Source: an optimization exercise on an open RTL-to-GDS flow (aim: small area, a short achievable clock period and few clock cycles). Production flows keep margins and buffers that such runs may drop. At most, simulation tests tie the RTL to the original design; equivalence was not proved. Function not checked in runs 1, 2 and 4 to 6: the RTL went through the layout flow alone.

[flow/flow/run.sh]
#!/bin/bash
# The standard layout, with the port buffers made of the smallest buffer cell
# (buffer_ports otherwise picks sky130_fd_sc_hd__clkdlybuf4s50_1).
set -euo pipefail
export BUFFER_PORTS_ARGS="-buffer_cell sky130_fd_sc_hd__buf_1"
bash standard.sh > standard_make.log 2>&1
[flow/standard.sh]
#!/bin/bash
# synth_recipe.tcl (not shown) runs the flow's synth.tcl, then flattens the netlist and writes it again
# the make line also repeats each setting of config.mk as NAME=value (left out here)
make -C /OpenROAD-flow-scripts/flow DESIGN_CONFIG=/design/flow/config.mk WORK_HOME=/design/flow/orfs CLKGATE_MAP_FILE= SYNTH_SCRIPT=/design/flow/synth_recipe.tcl "${@:-finish}"
[flow/config.mk]
export PLATFORM = sky130hd
export DESIGN_NAME = serper_unit
export DESIGN_NICKNAME = serper_unit
export VERILOG_FILES = /design/flow/design.v
export SDC_FILE = /design/flow/constraint.sdc
export NUM_CORES = 4
export LEC_CHECK = 0
export CAP_MARGIN = 20
export CORE_MARGIN = 2
export CORE_UTILIZATION = 40
export PLACE_DENSITY = 0.8
export SETUP_SLACK_MARGIN = 5
export SLEW_MARGIN = 20
[flow/constraint.sdc]
create_clock -name core_clock -period 12.0 [get_ports {clk}]
set_input_delay 2.4000 -clock core_clock [delete_from_list [all_inputs] [get_ports {clk}]]
set_output_delay 2.4000 -clock core_clock [all_outputs]
set_load 0.01 [all_outputs]
[flow/design.v]
module serper_unit (
    input  wire        clk,
    input  wire        rst,
    input  wire        in_valid,
    output wire        in_ready,
    input  wire [15:0] in_w,
    input  wire        in_draining,
    input  wire        in_ce,
    input  wire        in_brk,
    input  wire        in_nine,
    input  wire [15:0] in_bit_time,
    input  wire [18:0] in_frame,
    input  wire [31:0] in_now,
    input  wire [31:0] in_done_at,
    input  wire [18:0] in_frozen_rem,
    input  wire [18:0] in_accum,
    output wire        out_valid,
    output wire        out_noop,
    output wire [19:0] out_baud,
    output wire [18:0] out_tx_period,
    output wire [16:0] out_rx_period,
    output wire        out_resc,
    output wire        out_sched,
    output wire [15:0] out_bit_time,
    output wire [18:0] out_frame,
    output wire [31:0] out_time
);
    localparam [1:0] S_IDLE = 2'd0, S_MUL = 2'd1, S_DIV = 2'd2;
    reg  [1:0]  st;          
    reg         erun;        
    reg  [2:0]  cnt;         
    reg         mcnt;        
    reg         pb;          
    reg  [15:0] pn;          
    reg         period_set;
    reg         vld_q, noop_q, resc_q, nine_q, ce_q, brk_q, qv_q;
    reg  [31:0] now_q;
    reg  [15:0] dvs;
    reg  [16:0] dvs3;        
    reg  [18:0] aq;
    reg  [35:0] xm, xd;
    wire [15:0] m1_in = {1'b0, in_w[14:0]} + 16'd1;
    wire noop = period_set && (in_w[15] == pb) && (m1_in == pn);
    wire resc = !noop && in_draining && (m1_in != in_bit_time);
    wire [32:0] dd    = {1'b0, in_done_at} - {1'b0, in_now};
    wire [18:0] rem_c = dd[32] ? 19'd0 : dd[18:0];
    wire [18:0] mn_a  = (in_accum < in_frame) ? in_accum : in_frame;
    wire [18:0] opa   = in_ce ? (in_brk ? in_frozen_rem : rem_c) : mn_a;
    assign in_ready = (st == S_IDLE);
    wire acc   = in_valid && in_ready;
    wire a_zero = in_ce ? (in_brk ? (in_frozen_rem == 19'd0)
                                  : (dd[32] || in_done_at[18:0] == in_now[18:0]))
                        : (in_accum == 19'd0 || in_frame == 19'd0);
    wire start = resc && !a_zero;
    wire [15:0] hinit = in_ce ? in_bit_time - 16'd1 : 16'd0;
    wire [15:0] m1 = pn;
    reg [17:0] rate;
    always @(*) begin
        if      (m1 > 16'd31113) rate = 18'd110;
        else if (m1 > 16'd11441) rate = 18'd300;
        else if (m1 > 16'd5730)  rate = 18'd600;
        else if (m1 > 16'd2865)  rate = 18'd1200;
        else if (m1 > 16'd1433)  rate = 18'd2400;
        else if (m1 > 16'd716)   rate = 18'd4800;
        else if (m1 > 16'd358)   rate = 18'd9600;
        else if (m1 > 16'd238)   rate = 18'd14400;
        else if (m1 > 16'd179)   rate = 18'd19200;
        else if (m1 > 16'd109)   rate = 18'd31400;
        else if (m1 > 16'd89)    rate = 18'd38400;
        else if (m1 > 16'd59)    rate = 18'd57600;
        else if (m1 > 16'd29)    rate = 18'd115200;
        else if (m1 > 16'd26)    rate = 18'd128000;
        else if (m1 > 16'd13)    rate = 18'd256000;
        else                     rate = 18'd110;
    end
    assign out_baud = pb ? {1'b0, rate, 1'b0} : {2'b00, rate};
    wire [18:0] m8m2 = {m1, 3'b000} + {2'b00, m1, 1'b0};
    assign out_tx_period = m8m2 + {3'd0, pb ? m1 : 16'd0};
    assign out_frame     = m8m2 + {3'd0, nine_q ? m1 : 16'd0};
    wire rx_big = pb ? (m1 >= 16'd83) : (m1 >= 16'd91);
    assign out_rx_period = rx_big ? out_tx_period[18:2] : 17'd227;
    assign out_bit_time  = m1;
    assign out_valid = vld_q;
    assign out_noop  = noop_q;
    assign out_resc  = resc_q;
    assign out_sched = resc_q && ce_q && !brk_q;
    wire [31:0] tadd = (ce_q && !brk_q) ? now_q : 32'd0;
    assign out_time  = tadd + {12'd0, qv_q ? xd[19:0] : 20'd0};
    function [2:0] nib(input [15:0] n);
        nib = (n[15:12] != 4'd0) ? 3'd4 :
              (n[11:8]  != 4'd0) ? 3'd3 :
              (n[7:4]   != 4'd0) ? 3'd2 : 3'd1;
    endfunction
    function nopad_f(input [15:0] n, input [2:0] c);
        case (c)
            3'd1:    nopad_f = (n <= 16'd1);
            3'd2:    nopad_f = (n <= 16'd23);
            3'd3:    nopad_f = (n <= 16'd372);
            default: nopad_f = (n <= 16'd5957);
        endcase
    endfunction
    wire [2:0] c4    = nib(m1);
    wire [2:0] c4_in = nib(m1_in);
    wire       np    = nopad_f(m1, c4);
    wire       np_in = nopad_f(m1_in, c4_in);
    wire [2:0] c4_e  = (st == S_MUL) ? c4 : c4_in;
    wire       np_e  = (st == S_MUL) ? np : np_in;
    wire       mlast = mcnt || (c4_e <= 3'd2);
    wire [43:0] msum  = {8'd0, xm}
                      + {9'd0, aq & {19{xm[0]}}, 16'd0}
                      + {8'd0, aq & {19{xm[1]}}, 17'd0}
                      + {7'd0, aq & {19{xm[2]}}, 18'd0}
                      + {6'd0, aq & {19{xm[3]}}, 19'd0}
                      + {5'd0, aq & {19{xm[4]}}, 20'd0}
                      + {4'd0, aq & {19{xm[5]}}, 21'd0}
                      + {3'd0, aq & {19{xm[6]}}, 22'd0}
                      + {2'd0, aq & {19{xm[7]}}, 23'd0};
    wire        sh0   = mlast && c4_e[0] && np_e;
    wire        sh4   = mlast && (c4_e[0] ^ np_e);
    wire [35:0] x_sh  = sh0 ? msum[35:0] : sh4 ? msum[39:4] : msum[43:8];
    wire [35:0] x_mul = {x_sh[35:4], (mlast && np_e) ? 4'd0 : x_sh[3:0]};
    wire [35:0] xm_load = {4'd0, hinit, m1_in};
    reg  [35:0] x_div;
    reg  [17:0] t, t1, t2, t3;
    reg  [1:0]  qd;
    integer i;
    always @(*) begin
        x_div = xd;
        for (i = 0; i < 2; i = i + 1) begin
            t  = x_div[35:18];
            t1 = t - {2'b00, dvs};
            t2 = t - {1'b0, dvs, 1'b0};
            t3 = t - {1'b0, dvs3};
            qd = !t3[17] ? 2'd3 : !t2[17] ? 2'd2 : !t1[17] ? 2'd1 : 2'd0;
            case (qd)
                2'd3:    x_div = {t3[15:0], x_div[17:0], qd};
                2'd2:    x_div = {t2[15:0], x_div[17:0], qd};
                2'd1:    x_div = {t1[15:0], x_div[17:0], qd};
                default: x_div = {t[15:0],  x_div[17:0], qd};
            endcase
        end
    end
    wire [2:0] steps_in = (c4_in > 3'd2) ? 3'd2 : 3'd1;
    wire e_start = (st == S_DIV) ? (in_valid && (cnt + steps_in > c4 - {2'd0, np}))
                                 : (acc && start);
    wire go_acc = acc && start && erun && mlast;
    wire go_mul = (st == S_MUL) && mlast;
    wire go_div = go_acc || go_mul;
    always @(posedge clk) begin
        if (rst) begin
            st         <= S_IDLE;
            erun       <= 1'b0;
            pb         <= 1'b0;
            pn         <= 16'd1;
            period_set <= 1'b0;
            vld_q      <= 1'b0;
        end else begin
            vld_q <= 1'b0;
            case (st)
                S_IDLE: if (acc) begin
                    if (!noop) begin
                        pb         <= in_w[15];
                        pn         <= m1_in;
                        period_set <= 1'b1;
                    end
                    if (!start)
                        vld_q <= 1'b1;
                    else if (go_acc)
                        st <= S_DIV;
                    else
                        st <= S_MUL;
                end
                S_MUL: if (go_mul)
                    st <= S_DIV;
                default: if (cnt == c4 - {2'd0, np}) begin
                    vld_q <= 1'b1;
                    st    <= S_IDLE;
                end
            endcase
            if (go_div || (acc && !start))
                erun <= 1'b0;        
            else if (!erun && e_start)
                erun <= 1'b1;
        end
    end
    always @(posedge clk) begin : datapath
        if (st == S_IDLE) begin
            noop_q <= noop;
            resc_q <= resc;
            nine_q <= in_nine;
            ce_q   <= in_ce;
            brk_q  <= in_brk;
            now_q  <= in_now;
            dvs    <= in_bit_time;
            dvs3   <= {1'b0, in_bit_time} + {in_bit_time, 1'b0};
            qv_q   <= start;
        end
        if (!erun) begin
            xm   <= xm_load;
            aq   <= opa;
            mcnt <= 1'b0;
        end else begin
            xm   <= x_mul;
            mcnt <= 1'b1;
        end
        if (st == S_DIV) begin
            xd  <= x_div;
            cnt <= cnt + 3'd1;
        end else begin
            xd  <= x_mul;
            cnt <= 3'd0;
        end
    end
endmodule
==> flow_metrics.py, run 1 <==
metrics = {
    "status": {
        "status": "no timing/DRC/antenna violations",
    },
    "synth": {
        "synth_top_cell_by_area": "ha_1",
        "synth_commonest_cells": "299 x ha_1, 261 x nand2_1, 233 x nor2_1",
        "synth_top_area_frac": 0.1438,
        "ys_seq_area_frac": 0.1781,
        "synthFlopType": "dfxtp_1",
        "avgSynthCellArea_sq_um": 8.281,
        "synth.distinct_cells": 99,
        "yosys_warnings": 1,
        "ys_seq_elements": 187,
        "yosysMostFrequentCell": "ha_1",
        "synth-edff-count": 89,
        "netlist_top_cells_area": "ha_1 14%, fa_1 10%, edfxtp_1 10%, dfxtp_1 7.5%, xnor2_1 6.0%",
        "synth_area_sq_um": 26020,
        "async_flop_share": 0,
        "netlist_instances": 3142,
    },
    "route": {
        "via_count": 24930,
        "drcViolationCount": 0,
        "avgRoutedWirePerCell_um": 19.33,
        "drt_wl_total_mm": 82.70,
        "drt_iter0_markers": 2668,
        "first_pass_iters": 6,
        "viasPerCell": 5.827,
        "antenna_left": 0,
    },
    "cts": {
        "clock-sinks": 187,
        "tritoncts": "done",
        "cts_buffers": 17,
        "cts_max_path_buffers": 2,
        "clk_latency_ps": 490,
        "ctsRootBufferMaster": "clkbuf_16",
        "clk_pin_slew_ps": 80,
        "htreeDepth": 4,
    },
    "grt": {
        "first_global_vias": 23270,
        "antenna_found_initial": 4,
        "grt_pass1_wl_mm": 127.1,
        "track_usage": 0.2373,
        "grt-ovfl-total": 0,
        "grt_max_degree": 72,
    },
    "finish": {
        "fin_util": 0.4527,
        "layout-drive-gt1-share": 0.06111,
        "fin_nets": 4002,
        "syn2layout_area_growth_pct": 11.97,
    },
    "floorplanning": {
        "num_io_pins": 288,
        "core_area_sq_um": 64350,
        "start_util": 0.4043,
        "fp.dieW_um": 259.0,
        "dieArea_sq_um": 67100,
        "die_h_um": 259.0,
        "num_rows": 93,
    },
    "worst_setup_path": {
        "critPathRequiredTime_ps": 12370,
        "cpMostUsedCell": "o21ai_0",
        "endpoint_kind": "register",
        "cpPeakStageDelay_ps": 700,
        "path_class": "reg -> reg",
        "cp_slowest_cell": "o21ai_0",
        "arrival_ps": 7230,
        "crit_path_start_kind": "register",
        "path_cells": "ha_1 -> a21oi_1 -> o21ai_0 -> a31oi_1 -> a211oi_2 -> o21ai_0 -> o21ai_0 -> a22o_1 -> a221o_1 -> ha_1 -> or3_1 -> o221a_2 -> o211ai_1 -> a21boi_1 -> o41ai_4 -> o21ai_4 -> and3_1 -> mux2i_1 -> o221a_2 -> a21oi_2",
        "critPathMaxFanout": 9,
    },
    "sta": {
        "worstMarginPinSlew_ps": 1108,
        "maxSlewViolCount": 0,
        "setup_tns_ps": 0,
        "skew_ps": 13.05,
        "max_slew_margin": 0.2612,
        "rsz0062_at_grt": "true",
        "setup_viol_count_final": 0,
        "fmax_ghz": 0.1457,
        "setup_slack_ps": 5134,
        "fin_crit_ps": 6866,
        "fin_crit_sh": 0.5721,
        "final_hold_viol_count": 0,
    },
    "worst_hold_path": {
        "hold_path.class": "reg -> reg",
    },
    "run": {
        "cap_violations": 0,
    },
    "placement": {
        "port_buffers": 285,
        "gp_congestion": 1.012,
        "place_hpwl_mm": 65.74,
        "dpl_worst_slack_ps": 4680,
    },
}
-- stage by stage --
| step | hold slack, ps | instance area, sq um | instances |
|---|---|---|---|
| 6_report | 441.1 | 29130 | 4279 |
| 5_1_grt | 467.0 | 29130 | 4278 |
| 4_1_cts | 441.6 | 28620 | 4236 |
| 3_5_place_dp | 432.2 | 27860 | 4197 |
| 3_3_place_gp | 432.5 | 27860 | 4197 |
| 2_1_floorplan | 353.8 | 26020 | 3143 |
-- layer usage --
metal	routed length, um	GRT usage	vias to the layer above
li1	-	-	11700
met1	34440	0.3097	11850
met2	38560	0.3913	1185
met3	6577	0.03837	199
met4	3128	0.09441	0
met5	0	0	-
-- worst paths after layout --
kind / endpoint / slack, ps / from / depth (start not counted)
hold / removal: xd[16]$_DFF_P_ / 440 / xd[12]$_DFF_P_ / 2
setup / recovery: xd[21]$_DFF_P_ / 5130 / xd[26]$_DFF_P_ / 20
setup reg to reg: xd[21]$_DFF_P_ / 5130 / xd[26]$_DFF_P_ / 20
hold reg to reg: xd[16]$_DFF_P_ / 440 / xd[12]$_DFF_P_ / 2
-- state kept, by name, indices dropped and copies added, names as in the netlist, 2 cells and up --
register	count
dvs	16
aq	19
st	2
xm	36
dvs3	16
pn	16
now_q	32
xd	36
cnt	3
-- kinds of logic after synthesis --
logic type	share of synthesized area
other	0.0001441
adders and majority gates	0.2484
muxes	0.03520
AOI/OAI and AO/OA	0.2053
xor gates and xnor gates	0.08137
buffers and inverters	0.05054
and+or+nand+nor	0.2009
DFF	0.1781
-- final cells by class --
| class | count | area (sq um) |
|---|---|---|
| Sequential cell | 187 | 4654 |
| Clock buffer | 18 | 450.4 |
| Timing Repair Buffer | 347 | 1563 |
| Antenna cell | 4 | 10.01 |
| Fill cell | 6161 | 35220 |
| Inverter | 229 | 862.1 |
| Clock inverter | 14 | 156.4 |
| Tap cell | 855 | 1070 |
| Multi-Input combinational cell | 2625 | 20370 |
-- what timing repair did --
action	in CTS	in global routing
hold buffers	0	0
cloned	1	0
pin swaps	3	18
gates resized for setup	21	46
endpoints found under the setup margin	41	42
buffers inserted	6	39
-- cell usage in the layout (no fill, tap or decap), types with 89 or more instances in the layout --
cell      Yosys  layout
edfxtp_1     89      89
nand2_1     261     260
ha_1        299     297
fa_1        136     135
buf_1         8     282
a21oi_1     206     194
inv_1       227     227
o21ai_0     214     210
xnor2_1     177     175
nor2_1      233     232
dfxtp_1      98      92
and2_1      196     196
-- critical path: cells and delay by family, from the launching register on --
kind	cells	cell delay [ps]
compound gates	15	4550
fa+ha+maj	2	610
simple gates	2	560
mux	1	530
flops	1	480
==> run 2: changes to the inputs <==
--- a/flow/config.mk
+++ b/flow/config.mk
@@ -10,3 +10,3 @@
 export CORE_UTILIZATION = 40
-export PLACE_DENSITY = 0.8
+export PLACE_DENSITY = 0.45
 export SETUP_SLACK_MARGIN = 5
==> run 2 against run 1 <==
  * Still clean on timing, DRC and antenna
  * First-iteration DRC count fell by 39%
  * Non-clock buffer count rose by 18
  * Fmax barely moved
  * Final cell count rose by 0.35%
  * Final area rose by 0.82%
  * Clock-buffer cell count fell by 1
  * Sequential share of layout area fell by 0.15 points
  * Global-route usage rose by 3.0 points
==> flow_metrics.py, run 2 <==
metrics = {
    "finish": {
        "layout_commonest_cell": "ha_1",
        "nFillCells": 6530,
        "layout_common_cells": "296 x ha_1, 279 x buf_1, 260 x nand2_1",
        "layout-drive-gt1-share": 0.07010,
        "fin_nets": 4020,
        "biggestRegsByFlops": "xd (36), xm (36), now_q (32)",
        "design_area_sq_um": 29370,
        "syn2layout_area_growth_pct": 12.90,
    },
    "route": {
        "drt_wl_total_mm": 91.17,
        "via_count": 24140,
        "drcViolationCount": 0,
        "viasPerCell": 5.622,
        "antenna_left": 0,
        "avgRoutedWirePerCell_um": 21.23,
        "drt_iter0_markers": 1616,
        "first_pass_iters": 5,
    },
    "sta": {
        "rsz0062_at_grt": "true",
        "maxSlewViolCount": 0,
        "fin_crit_sh": 0.5717,
        "setup_tns_ps": 0,
        "setup_viol_count_final": 0,
        "fmax_ghz": 0.1458,
        "fin_crit_ps": 6860,
        "max_slew_margin": 0.2828,
        "worstMarginPinSlew_ps": 1068,
        "final_hold_viol_count": 0,
        "skew_ps": 15.62,
    },
    "synth": {
        "netlist_top_cells_area": "ha_1 14%, fa_1 10%, edfxtp_1 10%, dfxtp_1 7.5%, xnor2_1 6.0%",
        "synth_top_cell_by_area": "ha_1",
        "yosysMostFrequentCell": "ha_1",
        "avgSynthCellArea_sq_um": 8.281,
        "synth.distinct_cells": 99,
        "netlist_instances": 3142,
        "ys_seq_area_frac": 0.1781,
        "synth-edff-count": 89,
        "yosys_warnings": 1,
        "synth_area_sq_um": 26020,
        "ys_seq_elements": 187,
        "synth_commonest_cells": "299 x ha_1, 261 x nand2_1, 233 x nor2_1",
        "async_flop_share": 0,
        "synth_top_area_frac": 0.1438,
        "synthFlopType": "dfxtp_1",
    },
    "cts": {
        "tritoncts": "done",
        "hold_buffers": 0,
        "clk_latency_ps": 500,
        "clk_pin_slew_ps": 90,
        "htreeDepth": 4,
        "ctsRootBufferMaster": "clkbuf_16",
        "cts_buffers": 17,
        "cts_max_path_buffers": 2,
        "clock-sinks": 187,
    },
    "grt": {
        "first_global_vias": 23370,
        "track_usage": 0.2669,
        "grt_pass1_wl_mm": 138.8,
        "grt-ovfl-total": 0,
        "grt_max_degree": 47,
        "antenna_found_initial": 4,
    },
    "floorplanning": {
        "start_util": 0.4043,
        "core_area_sq_um": 64350,
        "num_io_pins": 288,
        "num_rows": 93,
        "die_h_um": 259.0,
        "dieArea_sq_um": 67100,
        "fp.dieW_um": 259.0,
    },
    "worst_setup_path": {
        "cpPeakStageDelay_ps": 340,
        "reg2reg_from": "xd[24]$_DFF_P_",
        "crit_start": "pn[0]$_SDFFE_PP1P_",
        "critPathRequiredTime_ps": 9600,
        "path_class": "reg -> out",
        "rr_worst_depth": 21,
        "crit_path_start_kind": "register",
        "cpMostUsedCell": "a21oi_2",
        "path_cells": "buf_6 -> ha_4 -> fa_2 -> a21o_1 -> a21oi_2 -> o21bai_1 -> a21oi_2 -> o21bai_1 -> a21oi_2 -> xnor2_2 -> ha_4 -> or2_2 -> a21oi_2 -> a311oi_2 -> o21a_1 -> o21a_1 -> o21ai_1 -> xnor2_1 -> and2_1 -> buf_2",
        "critical-path-top-delay-family": "compound AO/OA/AOI/OAI gates",
        "r2r_slack_ps": 5220,
        "reg2reg_to": "xd[22]$_DFF_P_",
        "endpoint_kind": "primary output",
        "arrival_ps": 4460,
        "timing.critical_path.buf_inv": 2,
        "cp_slowest_cell": "fa_2",
        "critPathMaxFanout": 7,
    },
    "placement": {
        "gp_congestion": 0.9255,
        "dpl_cell_area_sq_um": 27950,
        "port_buffers": 285,
        "place_hpwl_mm": 73.77,
    },
    "status": {
        "status": "no timing/DRC/antenna violations",
    },
    "worst_hold_path": {
        "hold_path_end": "xd[16]$_DFF_P_",
        "hold_path.class": "reg -> reg",
        "whs_path_depth": 2,
        "min-delay-start": "xd[12]$_DFF_P_",
    },
    "run": {
        "cap_violations": 0,
    },
}
run 2: what timing repair did:
action / in CTS / in global routing
cloned: 1 / 0
resized for setup: 36 / 57
pin swaps: 5 / 35
endpoints found under the setup margin: 50 / 68
setup buffers: 10 / 42
run 2: logic make-up after synthesis:
family,synth area share
other cells,0.0001441
xor+xnor,0.08137
simple gates,0.2009
flops,0.1781
fa+ha+maj,0.2484
mux,0.03520
compound gates,0.2053
buf+inv,0.05054
run 2: worst max-delay path by stage:
stage	endpoint	slack, ps	cells after the start
floorplan	out_rx_period[16]	5670	18
CTS	xd[22]$_DFF_P_	4990	26
detailed placement	xd[35]$_DFF_P_	4180	26
global route	out_rx_period[15]	4840	21
finish	out_rx_period[15]	5140	20
global placement	xd[35]$_DFF_P_	4300	24
run 2: per-layer routing:
| metal | GRT usage | up-vias | part of all wire |
|---|---|---|---|
| met5 | 0 | - | 0.00021 |
| met4 | 0.05732 | 4 | 0.017 |
| met3 | 0.03730 | 86 | 0.046 |
| met2 | 0.4404 | 572 | 0.47 |
| met1 | 0.3702 | 11740 | 0.46 |
| li1 | - | 11740 | - |
run 2: through the flow:
| stage | util | hold WS, ps | std cells | worst slack (ps) |
|---|---|---|---|---|
| final | 0.4565 | 464.7 | 4294 | 5140 |
| after global routing | 0.4564 | 485.9 | 4293 | 4844 |
| after CTS | 0.4474 | 460.3 | 4251 | 4985 |
| after detailed placement | 0.4343 | 441.8 | 4208 | 4182 |
| after global placement | 0.4343 | 443.6 | 4208 | 4303 |
| after floorplan | - | 353.8 | 3143 | 5666 |
run 2: area by class of cell:
type / count / area (sq um) / area share
antenna: 1 / 2.502 / 0.00008519
timing repair buffer: 365 / 1710 / 0.05823
clock inverter: 15 / 162.7 / 0.005538
multi-input combinational: 2625 / 20490 / 0.6976
tap: 855 / 1070 / 0.03642
inverter: 229 / 863.3 / 0.02939
sequential: 187 / 4648 / 0.1582
clock buffer: 17 / 425.4 / 0.01448
run 2: worst register-to-register path, cell delays in order (launching register included):
cell and delay, ps:
dfxtp_1 400, ha_1 400, a21oi_1 90, o21ai_0 670
a31oi_1 280, a211oi_2 410, o21ai_1 260, and2_1 430
a222oi_1 380, nand2_1 180, ha_1 380, a211o_1 320
or3_1 300, o21bai_1 210, o21ai_1 160, a21o_1 210
a21o_1 210, a31o_2 320, and3_1 270, mux2i_2 460
o221ai_1 190, o21a_1 140
==> run 3: changes to the inputs <==
--- a/flow/design.v
+++ b/flow/design.v
@@ -205,8 +205,8 @@
         end
-        if (st == S_DIV) begin
+        if (go_div) begin
+            xd  <= x_mul;
+            cnt <= 3'd0;
+        end else begin
             xd  <= x_div;
             cnt <= cnt + 3'd1;
-        end else begin
-            xd  <= x_mul;
-            cnt <= 3'd0;
         end
--- a/flow/config.mk
+++ b/flow/config.mk
@@ -10,3 +10,2 @@
 export CORE_UTILIZATION = 40
-export PLACE_DENSITY = 0.45
 export SETUP_SLACK_MARGIN = 5
==> run 3 against run 2 <==
  * Sequential share of layout area grew 0.30 points
  * Setup slack gained 62 ps
  * First-iteration DRC count grew 31%
  * Critical endpoint is now out_rx_period[16]
  * Highest routed layer is now met4
==> flow_metrics.py, run 3 <==
metrics = {
    "sta": {
        "rsz0062_at_grt": "false",
        "setup_slack_ps": 5202,
        "setup_tns_ps": 0,
        "fin_crit_ps": 6798,
        "fin_crit_sh": 0.5665,
        "worstMarginPinSlew_ps": 1070,
        "holdWs_ps": 437.9,
        "fmax_ghz": 0.1471,
        "max_slew_margin": 0.2869,
        "maxSlewViolCount": 0,
        "setup_viol_count_final": 0,
        "skew_ps": 13.22,
        "final_hold_viol_count": 0,
    },
    "finish": {
        "fin_util": 0.4482,
        "layout_commonest_cell": "ha_1",
        "syn2layout_area_growth_pct": 11.01,
        "design_area_sq_um": 28840,
        "layout.cells.non_filler": 4246,
        "fin_nets": 3972,
        "layout-drive-gt1-share": 0.05310,
        "layout_common_cells": "297 x ha_1, 288 x nand2_1, 283 x buf_1",
        "biggestRegsByFlops": "xd (36), xm (36), now_q (32)",
    },
    "route": {
        "drcViolationCount": 0,
        "antenna_left": 0,
        "drt_iter0_markers": 2113,
        "viasPerCell": 5.625,
        "first_pass_iters": 6,
        "via_count": 23880,
        "avgRoutedWirePerCell_um": 19.90,
        "drt_wl_total_mm": 84.50,
    },
    "synth": {
        "async_flop_share": 0,
        "yosysMostFrequentCell": "ha_1",
        "ys_seq_area_frac": 0.1784,
        "avgSynthCellArea_sq_um": 8.300,
        "synth-edff-count": 89,
        "netlist_instances": 3130,
        "ys_seq_elements": 187,
        "synth_commonest_cells": "299 x ha_1, 289 x nand2_1, 233 x nor2_1",
        "synthFlopType": "dfxtp_1",
        "synth.distinct_cells": 102,
        "netlist_top_cells_area": "ha_1 14%, fa_1 10%, edfxtp_1 10%, dfxtp_1 7.6%, xnor2_1 5.9%",
        "synth_top_area_frac": 0.1440,
        "synth_area_sq_um": 25980,
        "synth_top_cell_by_area": "ha_1",
        "yosys_warnings": 1,
    },
    "status": {
        "status": "no timing/DRC/antenna violations",
    },
    "worst_setup_path": {
        "r2r_slack_ps": 5290,
        "critPathMaxFanout": 15,
        "path_class": "reg -> out",
        "rr_worst_depth": 22,
        "crit_path_start_kind": "register",
        "endpoint_kind": "primary output",
        "cpPeakStageDelay_ps": 410,
        "critPathRequiredTime_ps": 9600,
        "path_cells": "ha_1 -> fa_2 -> a21o_1 -> a21oi_2 -> o21bai_1 -> a21oi_2 -> o21ai_2 -> xor2_1 -> ha_2 -> or3_1 -> a311o_1 -> o211ai_1 -> o21ai_2 -> a311oi_2 -> nand3b_1 -> xor2_1 -> and2_1 -> clkbuf_2",
        "cp_slowest_cell": "dfxtp_4",
        "arrival_ps": 4400,
    },
    "cts": {
        "clk_pin_slew_ps": 80,
        "hold_buffers": 0,
        "tritoncts": "done",
        "cts_max_path_buffers": 2,
        "ctsRootBufferMaster": "clkbuf_16",
        "htreeDepth": 4,
        "cts_buffers": 17,
        "clk_latency_ps": 500,
        "clock-sinks": 187,
    },
    "grt": {
        "first_global_vias": 22490,
        "antenna_found_initial": 0,
        "grt_max_degree": 44,
        "track_usage": 0.2479,
        "grt-ovfl-total": 0,
        "grt_pass1_wl_mm": 130.0,
    },
    "floorplanning": {
        "num_io_pins": 288,
        "num_rows": 93,
        "start_util": 0.4037,
        "dieArea_sq_um": 67000,
        "core_area_sq_um": 64350,
        "fp.dieW_um": 258.9,
        "die_h_um": 258.9,
    },
    "placement": {
        "place_hpwl_mm": 68.86,
        "dpl_cell_area_sq_um": 27880,
        "dp_cells": 4190,
        "port_buffers": 285,
        "gp_congestion": 0.9536,
        "dpl_worst_slack_ps": 4573,
    },
    "run": {
        "cap_violations": 0,
    },
    "worst_hold_path": {
        "whs_path_depth": 2,
        "hold_path.class": "reg -> reg",
    },
}
## run 3: area by class of cell
type | count | area [sq um]
Fill cell | 6512 | 35510
Multi-Input combinational cell | 2617 | 20220
Sequential cell | 187 | 4649
Timing Repair Buffer | 332 | 1433
Tap cell | 855 | 1070
Inverter | 222 | 833.3
Clock buffer | 17 | 425.4
Clock inverter | 15 | 210.2
Antenna cell | 1 | 2.502
## run 3: critical path: cells and delay by family (launching register included)
| kind | cells | cell delay, ps |
|---|---|---|
| adders and majority gates | 3 | 810 |
| AOI/OAI and AO/OA | 9 | 1600 |
| and+or+nand+nor | 3 | 610 |
| buffers and inverters | 1 | 120 |
| xor gates and xnor gates | 2 | 350 |
| DFF | 1 | 410 |
## run 3: logic make-up (layout without fill, tap and decap cells)
group,after synthesis,after routing,share of synthesized area
AO/OA/AOI/OAI,783,784,0.1985
XOR/XNOR,247,247,0.08592
adder cells (fa/ha/maj),435,435,0.2488
buffers and inverters,328,586,0.04975
flip-flops,187,187,0.1784
multiplexers,82,82,0.03260
other,1,3,0.0001443
AND/OR/NAND/NOR,1067,1067,0.2059
## run 3: worst paths after layout
check / start / end
worst min-delay path: xd[12]$_DFF_P_ / xd[16]$_DFF_P_
worst min register to register: xd[12]$_DFF_P_ / xd[16]$_DFF_P_
worst max-delay path: pn[2]$_SDFFE_PP0P_ / out_rx_period[16]
worst max register to register: dvs[11]$_DFFE_PP_ / xd[31]$_DFF_P_
## run 3: layer usage
layer	GRT usage	share of wire	vias to the layer above
met1	0.3473	0.46	11370
met3	0.03237	0.055	101
met2	0.4032	0.47	784
met4	0.06053	0.020	0
li1	-	-	11630
met5	0	0	-
## run 3: what timing repair did
item	CTS	global route
buffers inserted	6	16
pin swaps	1	15
gates cloned	0	1
gates resized for setup	13	39
endpoints found under the setup margin	27	39
Testbench counts of run 3, summed over its fixed seeds: cycles 7,230.
==> run 4: changes to the inputs <==
--- a/flow/design.v
+++ b/flow/design.v
@@ -205,8 +205,8 @@
         end
-        if (go_div) begin
+        if (st == S_DIV) begin
+            xd  <= x_div;
+            cnt <= cnt + 3'd1;
+        end else begin
             xd  <= x_mul;
             cnt <= 3'd0;
-        end else begin
-            xd  <= x_div;
-            cnt <= cnt + 3'd1;
         end
==> flow/flow/run.sh (replaced) <==
#!/bin/bash
# The standard layout, with the port buffers made of the smallest buffer cell
# (buffer_ports otherwise picks sky130_fd_sc_hd__clkdlybuf4s50_1), and timing
# repair aiming 6.0 ns below the clock period.
set -euo pipefail
export BUFFER_PORTS_ARGS="-buffer_cell sky130_fd_sc_hd__buf_1"
export SETUP_SLACK_MARGIN=6.0
bash standard.sh > standard_make.log 2>&1
--- a/flow/config.mk
+++ b/flow/config.mk
@@ -10,3 +10,2 @@
 export CORE_UTILIZATION = 40
-export SETUP_SLACK_MARGIN = 5
 export SLEW_MARGIN = 20
==> run 4 against run 3 <==
  * Highest routed layer is now met5
  * Final cell count up 3.6%
  * Core utilization rose by 4.0 points
  * First-iteration DRC count rose by 6.8%
  * Critical endpoint is now out_rx_period[15]
  * Largest cell class unchanged
==> flow_metrics.py, run 4 <==
metrics = {
    "cts": {
        "clk_pin_slew_ps": 90,
        "hold_buffers": 0,
        "tritoncts": "done",
        "clk_latency_ps": 510,
        "htreeDepth": 4,
        "cts_max_path_buffers": 2,
        "cts_buffers": 17,
        "ctsRootBufferMaster": "clkbuf_16",
        "clock-sinks": 187,
    },
    "route": {
        "drcViolationCount": 0,
        "viasPerCell": 5.656,
        "first_pass_iters": 6,
        "antenna_left": 0,
        "via_count": 24880,
        "drt_wl_total_mm": 88.49,
        "avgRoutedWirePerCell_um": 20.12,
        "drt_iter0_markers": 2256,
    },
    "worst_setup_path": {
        "critPathMaxFanout": 2,
        "cpMostUsedCell": "a21oi_2",
        "critPathRequiredTime_ps": 9600,
        "path_cells": "ha_4 -> fa_2 -> a21o_1 -> a21oi_2 -> o21bai_1 -> a21oi_2 -> o21bai_1 -> a21oi_2 -> buf_4 -> o21bai_1 -> a21oi_2 -> xnor2_2 -> ha_1 -> inv_1 -> a311oi_2 -> o21a_1 -> o21a_1 -> o21ai_2 -> xnor2_2 -> and2_4 -> buf_6",
        "reg2reg_from": "xd[25]$_DFF_P_",
        "crit_path_start_kind": "register",
        "cpPeakStageDelay_ps": 370,
        "arrival_ps": 4340,
        "path_class": "reg -> out",
        "r2r_slack_ps": 6030,
        "endpoint_kind": "primary output",
        "cp_slowest_cell": "dfxtp_4",
        "reg2reg_to": "xd[33]$_DFF_P_",
        "rr_worst_depth": 22,
    },
    "finish": {
        "layout_common_cells": "276 x ha_1, 252 x nand2_1, 239 x buf_1",
        "layout_commonest_cell": "ha_1",
        "layout-drive-gt1-share": 0.1550,
        "design_area_sq_um": 31390,
        "fin_nets": 4124,
        "syn2layout_area_growth_pct": 20.66,
        "biggestRegsByFlops": "xd (36), xm (36), now_q (32)",
        "fin_util": 0.4879,
        "nFillCells": 6153,
        "layout.cells.non_filler": 4399,
    },
    "sta": {
        "fin_crit_sh": 0.5616,
        "holdWs_ps": 451.9,
        "rsz0062_at_grt": "true",
        "maxSlewViolCount": 0,
        "worstMarginPinSlew_ps": 1132,
        "max_slew_margin": 0.2386,
        "final_hold_viol_count": 0,
        "fmax_ghz": 0.1484,
        "setup_viol_count_final": 0,
        "fin_crit_ps": 6739,
        "setup_tns_ps": 0,
        "skew_ps": 13.19,
    },
    "synth": {
        "netlist_top_cells_area": "ha_1 14%, fa_1 10%, edfxtp_1 10%, dfxtp_1 7.5%, xnor2_1 6.0%",
        "synthFlopType": "dfxtp_1",
        "netlist_instances": 3142,
        "yosys_warnings": 1,
        "synth_area_sq_um": 26020,
        "synth_top_cell_by_area": "ha_1",
        "synth_top_area_frac": 0.1438,
        "ys_seq_elements": 187,
        "avgSynthCellArea_sq_um": 8.281,
        "yosysMostFrequentCell": "ha_1",
        "synth-edff-count": 89,
        "async_flop_share": 0,
        "ys_seq_area_frac": 0.1781,
        "synth.distinct_cells": 99,
        "synth_commonest_cells": "299 x ha_1, 261 x nand2_1, 233 x nor2_1",
    },
    "grt": {
        "grt-ovfl-total": 0,
        "antenna_found_initial": 3,
        "first_global_vias": 23440,
        "grt_pass1_wl_mm": 134.0,
        "track_usage": 0.2530,
        "grt_max_degree": 45,
    },
    "run": {
        "cap_violations": 0,
    },
    "placement": {
        "dp_cells": 4205,
        "port_buffers": 285,
        "gp_congestion": 0.9764,
        "place_hpwl_mm": 67.56,
        "dpl_cell_area_sq_um": 27970,
    },
    "worst_hold_path": {
        "min-delay-start": "xd[13]$_DFF_P_",
        "hold_path.class": "reg -> reg",
        "hold_path_end": "xd[17]$_DFF_P_",
        "whs_path_depth": 2,
    },
    "floorplanning": {
        "num_rows": 93,
        "fp.dieW_um": 259.0,
        "num_io_pins": 288,
        "dieArea_sq_um": 67100,
        "start_util": 0.4043,
        "core_area_sq_um": 64350,
        "die_h_um": 259.0,
    },
    "status": {
        "status": "no timing/DRC/antenna violations",
    },
}
-- run 4: cell types whose count changed after synthesis, moves of 7 or more --
cell      before  now
nand3_1       62   55
a221oi_1      20    6
clkbuf_1      77   70
a21o_1        48   72
o21ai_1        5   12
nor4_1        25   33
nand4_1       21   29
a211oi_1      39   29
o21ai_0      170  214
nand2_1      289  261
-- run 4: logic make-up after synthesis --
family	after synthesis	synth area share
AND/OR/NAND/NOR	1036	0.2009
buffers and inverters	332	0.05054
other	1	0.0001441
XOR/XNOR	240	0.08137
flip-flops	187	0.1781
multiplexers	86	0.03520
adder cells (fa/ha/maj)	435	0.2484
AO/OA/AOI/OAI	825	0.2053
-- run 4: worst max-delay path by stage --
| stage | start | endpoint | slack [ps] | depth (start not counted) |
|---|---|---|---|---|
| 2_1_floorplan | xd[19]$_DFF_P_ | xd[29]$_DFF_P_ | 6010 | 28 |
| 3_3_place_gp | xd[19]$_DFF_P_ | xd[35]$_DFF_P_ | 5020 | 26 |
| 3_5_place_dp | xd[19]$_DFF_P_ | xd[35]$_DFF_P_ | 4900 | 26 |
| 4_1_cts | pn[0]$_SDFFE_PP1P_ | out_rx_period[16] | 5330 | 20 |
| 5_1_grt | pn[2]$_SDFFE_PP0P_ | out_rx_period[15] | 5010 | 21 |
| 6_report | pn[0]$_SDFFE_PP1P_ | out_rx_period[15] | 5260 | 21 |
-- run 4: critical path, delay by kind of cell, from the launching register on --
family	cells	cell delay (ps)
xor+xnor	2	270
fa+ha+maj	3	830
compound gates	12	1820
simple gates	1	190
buf+inv	3	320
flops	1	370
-- run 4: final cells by class --
type | instances | area (sq um) | share of cell area
multi-input combinational | 2627 | 21480 | 0.6841
sequential | 187 | 4681 | 0.1491
timing repair buffer | 467 | 2656 | 0.08461
tap | 855 | 1070 | 0.03408
inverter | 229 | 867.1 | 0.02762
clock buffer | 18 | 450.4 | 0.01435
clock inverter | 14 | 187.7 | 0.005978
antenna | 2 | 5.005 | 0.0001594
-- run 4: stage by stage --
step	worst slack (ps)
6_report	5261
5_1_grt	5010
4_1_cts	5331
3_5_place_dp	4899
3_3_place_gp	5022
2_1_floorplan	6012
-- run 4: timing repair --
action | 4_1_cts | 5_1_grt
gates cloned | 2 | 4
pin swaps | 63 | 110
resized for setup | 203 | 184
endpoints found under the setup margin | 122 | 136
buffers inserted | 71 | 83
-- run 4: metal layers --
metal  GRT usage  vias up  part of all wire
li1            -    11950                 -
met1      0.3472    11920              0.44
met2      0.4158      868              0.47
met3     0.03847      144             0.062
met4     0.06230        4             0.025
met5           0        -           0.00029
==> run 5: changes to the inputs <==
==> flow/flow/run.sh (replaced) <==
#!/bin/bash
# The standard layout, with the port buffers made of the smallest buffer cell
# (buffer_ports otherwise picks sky130_fd_sc_hd__clkdlybuf4s50_1), and timing
# repair aiming 5.5 ns below the clock period.
set -euo pipefail
export BUFFER_PORTS_ARGS="-buffer_cell sky130_fd_sc_hd__buf_1"
export SETUP_SLACK_MARGIN=5.5
bash standard.sh > standard_make.log 2>&1
==> run 5 against run 4 <==
  * Setup slack improved by 100 ps
  * Wire length down 1.6%
  * Critical path depth down 1
  * Worst hold slack got worse by 14 ps
  * Still clean on timing, DRC and antenna
  * Register-to-register slack lost 290 ps
  * Final area is 3.9% lower
  * Highest routed layer unchanged
  * Clock-buffer cell count down 1
  * Critical path type unchanged
==> flow_metrics.py, run 5 <==
metrics = {
    "status": {
        "status": "no timing/DRC/antenna violations",
    },
    "floorplanning": {
        "start_util": 0.4043,
        "fp.dieW_um": 259.0,
        "num_io_pins": 288,
        "num_rows": 93,
        "dieArea_sq_um": 67100,
        "core_area_sq_um": 64350,
        "die_h_um": 259.0,
    },
    "worst_setup_path": {
        "rr_worst_depth": 24,
        "critPathRequiredTime_ps": 9600,
        "reg2reg_from": "dvs[1]$_DFFE_PP_",
        "crit_path_start_kind": "register",
        "reg2reg_to": "xd[21]$_DFF_P_",
        "critPathMaxFanout": 3,
        "path_class": "reg -> out",
        "r2r_slack_ps": 5740,
        "arrival_ps": 4240,
        "endpoint_kind": "primary output",
    },
    "synth": {
        "netlist_instances": 3142,
        "synth_compound_area_frac": 0.2053,
        "yosys_warnings": 1,
        "avgSynthCellArea_sq_um": 8.281,
        "synthAdderAreaFrac": 0.2484,
        "synth_top_family_by_area": "adder cells",
        "synth-edff-count": 89,
        "synth_top_area_frac": 0.1438,
        "netlist_top_cells_area": "ha_1 14%, fa_1 10%, edfxtp_1 10%, dfxtp_1 7.5%, xnor2_1 6.0%",
        "synth_commonest_cells": "299 x ha_1, 261 x nand2_1, 233 x nor2_1",
        "synth.distinct_cells": 99,
        "ys_seq_elements": 187,
        "synth_xor_area_frac": 0.08137,
        "synthFlopType": "dfxtp_1",
        "ys_seq_area_frac": 0.1781,
        "yosysMostFrequentCell": "ha_1",
        "synth_area_sq_um": 26020,
        "async_flop_share": 0,
        "synth-simple-area-share": 0.2009,
        "synthMuxAreaShare": 0.03520,
        "synth_top_cell_by_area": "ha_1",
    },
    "grt": {
        "antenna_found_initial": 3,
        "grt_max_degree": 71,
        "first_global_vias": 22860,
        "grt-ovfl-total": 0,
        "track_usage": 0.2496,
        "grt_pass1_wl_mm": 131.3,
    },
    "cts": {
        "clk_pin_slew_ps": 80,
        "clk_latency_ps": 510,
        "cts_max_path_buffers": 2,
        "cts_buffers": 17,
        "tritoncts": "done",
        "htreeDepth": 4,
        "clock-sinks": 187,
        "hold_buffers": 0,
        "ctsRootBufferMaster": "clkbuf_16",
    },
    "sta": {
        "setup_tns_ps": 0,
        "skew_ps": 21.77,
        "worstMarginPinSlew_ps": 1073,
        "fin_crit_sh": 0.5530,
        "fmax_ghz": 0.1507,
        "rsz0062_at_grt": "true",
        "holdWs_ps": 438.3,
        "final_hold_viol_count": 0,
        "fin_crit_ps": 6635,
        "max_slew_margin": 0.2844,
        "setup_viol_count_final": 0,
        "maxSlewViolCount": 0,
    },
    "worst_hold_path": {
        "min-delay-start": "xd[13]$_DFF_P_",
        "hold_path.class": "reg -> reg",
        "whs_path_depth": 2,
        "hold_path_end": "xd[17]$_DFF_P_",
    },
    "route": {
        "via_count": 24370,
        "antenna_left": 0,
        "drt_iter0_markers": 1974,
        "first_pass_iters": 5,
        "avgRoutedWirePerCell_um": 20.08,
        "drt_wl_total_mm": 87.10,
        "drcViolationCount": 0,
        "viasPerCell": 5.618,
    },
    "finish": {
        "fin_util": 0.4690,
        "nFillCells": 6408,
        "multiInputGateArea_sq_um": 20900,
        "layout_common_cells": "284 x ha_1, 262 x buf_1, 259 x nand2_1",
        "layout-drive-gt1-share": 0.1088,
        "biggestRegsByFlops": "xd (36), xm (36), now_q (32)",
        "final-seq-area_sq_um": 4666,
        "syn2layout_area_growth_pct": 16.00,
        "layout_commonest_cell": "ha_1",
        "fin_nets": 4064,
    },
    "placement": {
        "port_buffers": 285,
        "gp_congestion": 0.9475,
        "place_hpwl_mm": 68.45,
    },
    "run": {
        "cap_violations": 0,
    },
}
## run 5: cell counts after synthesis
No cell type changed its count.
## run 5: layout make-up
cell class,instances,share of cell area
sequential,187,0.1546
clock buffer,17,0.01410
antenna,1,0.00008291
inverter,229,0.02860
timing repair buffer,409,0.06907
clock inverter,15,0.005638
multi-input combinational,2625,0.6925
tap,855,0.03545
## run 5: metal layers
layer,GRT usage,vias up,part of all wire
li1,-,11820,-
met1,0.3442,11650,0.46
met2,0.4005,767,0.46
met3,0.03886,130,0.059
met4,0.07755,4,0.029
met5,0,-,0.00025
## run 5: what timing repair did
action / 4_1_cts / 5_1_grt
resized for setup: 101 / 136
setup endpoints to repair: 58 / 59
cloned: 2 / 2
buffers inserted: 47 / 48
pin swaps: 30 / 63
## run 5: worst max-delay path, cell delays in order (launching register included)
cell and delay [ps]:
dfxtp_4 370, ha_4 160, fa_2 330, a21o_1 170, a21oi_2 160, o21bai_1 100, a21oi_2 180, o21bai_1 100
a21oi_2 180, buf_6 150, xnor2_4 80, ha_4 170, or3_1 320, a2111o_1 330, o311ai_4 110, o21a_1 190
o21ai_2 80, nand3_1 100, xor2_1 180, and2_1 140, buf_2 120
## run 5: worst max-delay path by stage
stage                                   from           endpoint  slack, ps  cells after the start
after floorplan           pn[2]$_SDFFE_PP0P_  out_rx_period[16]       5670                     18
after global placement      dvs[1]$_DFFE_PP_     xd[35]$_DFF_P_       4630                     25
after detailed placement    dvs[1]$_DFFE_PP_     xd[35]$_DFF_P_       4440                     25
after CTS                 pn[2]$_SDFFE_PP0P_  out_rx_period[16]       5450                     20
after global routing      pn[2]$_SDFFE_PP0P_  out_rx_period[16]       5130                     20
final                     pn[2]$_SDFFE_PP0P_  out_rx_period[16]       5360                     20
## run 5: stage by stage
| step | area [sq um] | setup WS, ps | cells |
|---|---|---|---|
| 2_1_floorplan | 26020 | 5666 | 3143 |
| 3_3_place_gp | 27930 | 4629 | 4205 |
| 3_5_place_dp | 27930 | 4443 | 4205 |
| 4_1_cts | 29270 | 5448 | 4286 |
| 5_1_grt | 30180 | 5134 | 4338 |
| 6_report | 30180 | 5365 | 4338 |
## run 5: cells by family (layout without fill, tap and decap cells)
logic type               Yosys count  in the layout
flip-flops                       187            187
adder cells (fa/ha/maj)          435            435
AND/OR/NAND/NOR                 1036           1036
other                              1              3
AO/OA/AOI/OAI                    825            826
XOR/XNOR                         240            240
buffers and inverters            332            670
multiplexers                      86             86
==> run 6: changes to the inputs <==
==> flow/flow/run.sh (replaced) <==
#!/bin/bash
# The standard layout with two changes: the port buffers are the smallest
# buffer cell (buffer_ports otherwise picks sky130_fd_sc_hd__clkdlybuf4s50_1),
# and synthesis maps adders with Yosys's default Brent-Kung carry network
# instead of the Kogge-Stone one ORFS adds (any SYNTH_OPERATIONS_ARGS drops
# that -extra-map; -noshare is already part of every synth call).
set -euo pipefail
export BUFFER_PORTS_ARGS="-buffer_cell sky130_fd_sc_hd__buf_1"
export SYNTH_OPERATIONS_ARGS="-noshare"
bash standard.sh > standard_make.log 2>&1
--- a/flow/config.mk
+++ b/flow/config.mk
@@ -10,2 +10,3 @@
 export CORE_UTILIZATION = 40
+export SETUP_SLACK_MARGIN = 5
 export SLEW_MARGIN = 20
==> run 6 against run 5 <==
  * Still clean
  * Sequential share of layout area grew 1.1 points
  * Synthesized area shrank 4.6%
  * Worst hold slack improved by 15 ps
  * Via count decreased by 11%
  * Global-route usage rose by 0.52 points
  * Register-to-register slack worse by 460 ps
  * Die area down 4.5%
==> flow_metrics.py, run 6 <==
metrics = {
    "status": {
        "status": "no timing/DRC/antenna violations",
    },
    "cts": {
        "clock-sinks": 187,
        "cts_buffers": 17,
        "clk_latency_ps": 500,
        "clk_pin_slew_ps": 80,
        "tritoncts": "done",
        "htreeDepth": 4,
        "cts_max_path_buffers": 2,
        "hold_buffers": 0,
        "ctsRootBufferMaster": "clkbuf_16",
    },
    "floorplanning": {
        "die_h_um": 253.2,
        "core_area_sq_um": 61480,
        "start_util": 0.4039,
        "num_rows": 91,
        "dieArea_sq_um": 64090,
        "fp.dieW_um": 253.2,
        "num_io_pins": 288,
    },
    "grt": {
        "grt_max_degree": 71,
        "track_usage": 0.2548,
        "antenna_found_initial": 9,
        "first_global_vias": 22400,
        "grt_pass1_wl_mm": 126.9,
        "grt-ovfl-total": 0,
    },
    "worst_setup_path": {
        "arrival_ps": 4600,
        "reg2reg_from": "aq[0]$_DFFE_PN_",
        "cp_slowest_cell": "fa_2",
        "cpMostUsedCell": "o21bai_1",
        "endpoint_kind": "primary output",
        "critPathMaxFanout": 2,
        "rr_worst_depth": 23,
        "path_cells": "ha_4 -> fa_2 -> a21o_1 -> a21oi_2 -> o21bai_1 -> a21o_1 -> a21oi_2 -> o21bai_1 -> a21oi_1 -> o21bai_1 -> a21oi_1 -> o21bai_1 -> inv_1 -> fa_2 -> inv_4 -> ha_4 -> and3_4 -> a221o_1 -> ha_4 -> xnor2_2 -> and2_1 -> buf_2",
        "critical-path-top-delay-family": "compound AO/OA/AOI/OAI gates",
        "crit_path_start_kind": "register",
        "reg2reg_to": "xd[32]$_DFF_P_",
        "cpPeakStageDelay_ps": 480,
        "critPathRequiredTime_ps": 9600,
        "r2r_slack_ps": 5280,
        "timing.critical_path.buf_inv": 3,
        "path_class": "reg -> out",
    },
    "route": {
        "viasPerCell": 5.653,
        "antenna_left": 0,
        "drcViolationCount": 0,
        "first_pass_iters": 10,
        "drt_iter0_markers": 1679,
        "avgRoutedWirePerCell_um": 21.21,
        "via_count": 21720,
        "drt_wl_total_mm": 81.47,
    },
    "finish": {
        "syn2layout_area_growth_pct": 13.68,
        "layout.cells.non_filler": 3842,
        "layout_commonest_cell": "ha_1",
        "biggestRegsByFlops": "xd (36), xm (36), now_q (32)",
        "nFillCells": 6000,
        "layout-drive-gt1-share": 0.08251,
        "fin_nets": 3723,
        "layout_common_cells": "293 x ha_1, 268 x buf_1, 261 x inv_1",
    },
    "sta": {
        "rsz0062_at_grt": "true",
        "fmax_ghz": 0.1429,
        "setup_viol_count_final": 0,
        "skew_ps": 15.17,
        "final_hold_viol_count": 0,
        "max_slew_margin": 0.3012,
        "setup_tns_ps": 0,
        "worstMarginPinSlew_ps": 1048,
        "fin_crit_ps": 6998,
        "fin_crit_sh": 0.5832,
        "maxSlewViolCount": 0,
    },
    "worst_hold_path": {
        "min-delay-start": "xd[8]$_DFF_P_",
        "hold_path_end": "xd[12]$_DFF_P_",
        "whs_path_depth": 2,
        "hold_path.class": "reg -> reg",
    },
    "run": {
        "cap_violations": 0,
    },
    "synth": {
        "synth_top_area_frac": 0.1862,
        "ys_seq_elements": 187,
        "async_flop_share": 0,
        "netlist_instances": 2766,
        "synth_area_sq_um": 24830,
        "yosysMostFrequentCell": "ha_1",
        "synth_commonest_cells": "303 x ha_1, 267 x inv_1, 253 x nand2_1",
        "synth.distinct_cells": 80,
        "ys_seq_area_frac": 0.1866,
        "synth_top_cell_by_area": "fa_1",
        "netlist_top_cells_area": "fa_1 19%, ha_1 15%, edfxtp_1 11%, dfxtp_1 7.9%, and2_1 4.6%",
        "synthFlopType": "dfxtp_1",
        "yosys_warnings": 1,
        "avgSynthCellArea_sq_um": 8.977,
        "synth-edff-count": 89,
    },
    "placement": {
        "place_hpwl_mm": 65.25,
        "port_buffers": 285,
        "dp_cells": 3762,
        "gp_congestion": 0.9574,
    },
}
==> run 6: cell count changes after synthesis, moves of 19 or more <==
| cell | before | now |
|---|---|---|
| xnor2_1 | 177 | 84 |
| inv_1 | 227 | 267 |
| o21ai_0 | 214 | 156 |
| nand3_1 | 55 | 33 |
| xor2_1 | 61 | 82 |
| nor3_1 | 57 | 38 |
| nor2b_1 | 37 | 17 |
| a21oi_1 | 206 | 115 |
| fa_1 | 136 | 231 |
| nor2_1 | 233 | 163 |
==> run 6: cells by family after synthesis <==
family	share of synthesized area
AOI/OAI and AO/OA	0.1558
xor gates and xnor gates	0.05855
adders and majority gates	0.3389
buffers and inverters	0.05890
DFF	0.1866
muxes	0.03678
other	0.0001510
and+or+nand+nor	0.1642
==> run 6: final cells by class <==
| class | count | area, sq um | area share |
|---|---|---|---|
| multi-input combinational | 2206 | 19340 | 0.6850 |
| sequential | 187 | 4664 | 0.1652 |
| timing repair buffer | 348 | 1630 | 0.05775 |
| inverter | 269 | 1012 | 0.03586 |
| tap | 790 | 988.4 | 0.03502 |
| clock buffer | 17 | 425.4 | 0.01507 |
| clock inverter | 15 | 145.1 | 0.005142 |
| antenna | 10 | 25.02 | 0.0008865 |
==> run 6: metrics by stage <==
| stage | setup slack, ps | util | hold WS [ps] | area [sq um] |
|---|---|---|---|---|
| floorplan | 5294 | - | 329.0 | 24840 |
| global placement | 3952 | 0.4340 | 425.5 | 26680 |
| detailed placement | 3689 | 0.4340 | 428.5 | 26680 |
| CTS | 4987 | 0.4491 | 439.6 | 27610 |
| global route | 4741 | 0.4590 | 465.3 | 28220 |
| finish | 5002 | 0.4591 | 453.1 | 28230 |
==> run 6: how the worst max path moves through the flow <==
stage | from | endpoint | slack [ps] | cells past startpoint
floorplan | pn[0]$_SDFFE_PP1P_ | out_rx_period[16] | 5290 | 20
global placement | xd[19]$_DFF_P_ | xd[23]$_DFF_P_ | 3950 | 25
detailed placement | xd[19]$_DFF_P_ | xd[28]$_DFF_P_ | 3690 | 25
CTS | pn[2]$_SDFFE_PP0P_ | out_rx_period[16] | 4990 | 21
global route | pn[2]$_SDFFE_PP0P_ | out_rx_period[16] | 4740 | 22
finish | pn[2]$_SDFFE_PP0P_ | out_rx_period[16] | 5000 | 22
==> run 6: tightest hold or removal path, stage by stage (launching register included) <==
cell and delay [ps]:
dfxtp_1 310, nand2_1 60, nand2_1 40
==> run 6: what timing repair did <==
action,in CTS,in global routing
hold endpoints to repair,0,0
buffers inserted,15,19
pin swaps,19,30
endpoints found under the setup margin,92,66
gates resized for setup,74,96
gates cloned,1,3
==> run 6: per-layer routing <==
metal  vias up  track usage  routed length (um)
met4         4      0.09146                2129
met5         -            0                  23
met1     10710       0.3340               35270
li1      10100            -                   -
met3       141      0.04143                4861
met2       764       0.4237               39190

[port drivers added, routing unchanged]
Ports are ideal in the flow. The routed layouts listed here were re-timed in OpenROAD.
Step 1: set_driving_cell puts a clkbuf_16 on clk and a buf_2 on each other input, an assumption about the parent block.
Step 2 also shifts input and output timing later by t, the mid clock arrival at the registers, as if the neighbouring blocks saw the same clock.
a / b / c = no drivers / after step 1 / after step 2; a / b = the first two.
run	t, ns	setup slack, ns	clock arrival spread, ns	slew at the worst register clock pin (ns)	cell pins on the clock port's net
run 1	0.545	5.134 / 5.110 / 4.945	0.014 / 0.014	0.08 / 0.08	1
run 2	0.559	5.140 / 5.078 / 4.782	0.018 / 0.018	0.09 / 0.09	1
run 3	0.559	5.202 / 5.136 / 4.914	0.015 / 0.014	0.09 / 0.09	1
run 4	0.563	5.261 / 5.201 / 5.578	0.014 / 0.014	0.09 / 0.09	1
run 5	0.561	5.365 / 5.300 / 5.137	0.023 / 0.023	0.09 / 0.09	1
run 6	0.554	5.002 / 4.944 / 4.639	0.015 / 0.015	0.09 / 0.09	1
After both steps setup and hold are still met in every run listed. The setup slack of run 6, which loses most, moves by -0.058 ns with the drivers and by -0.363 ns with both steps.
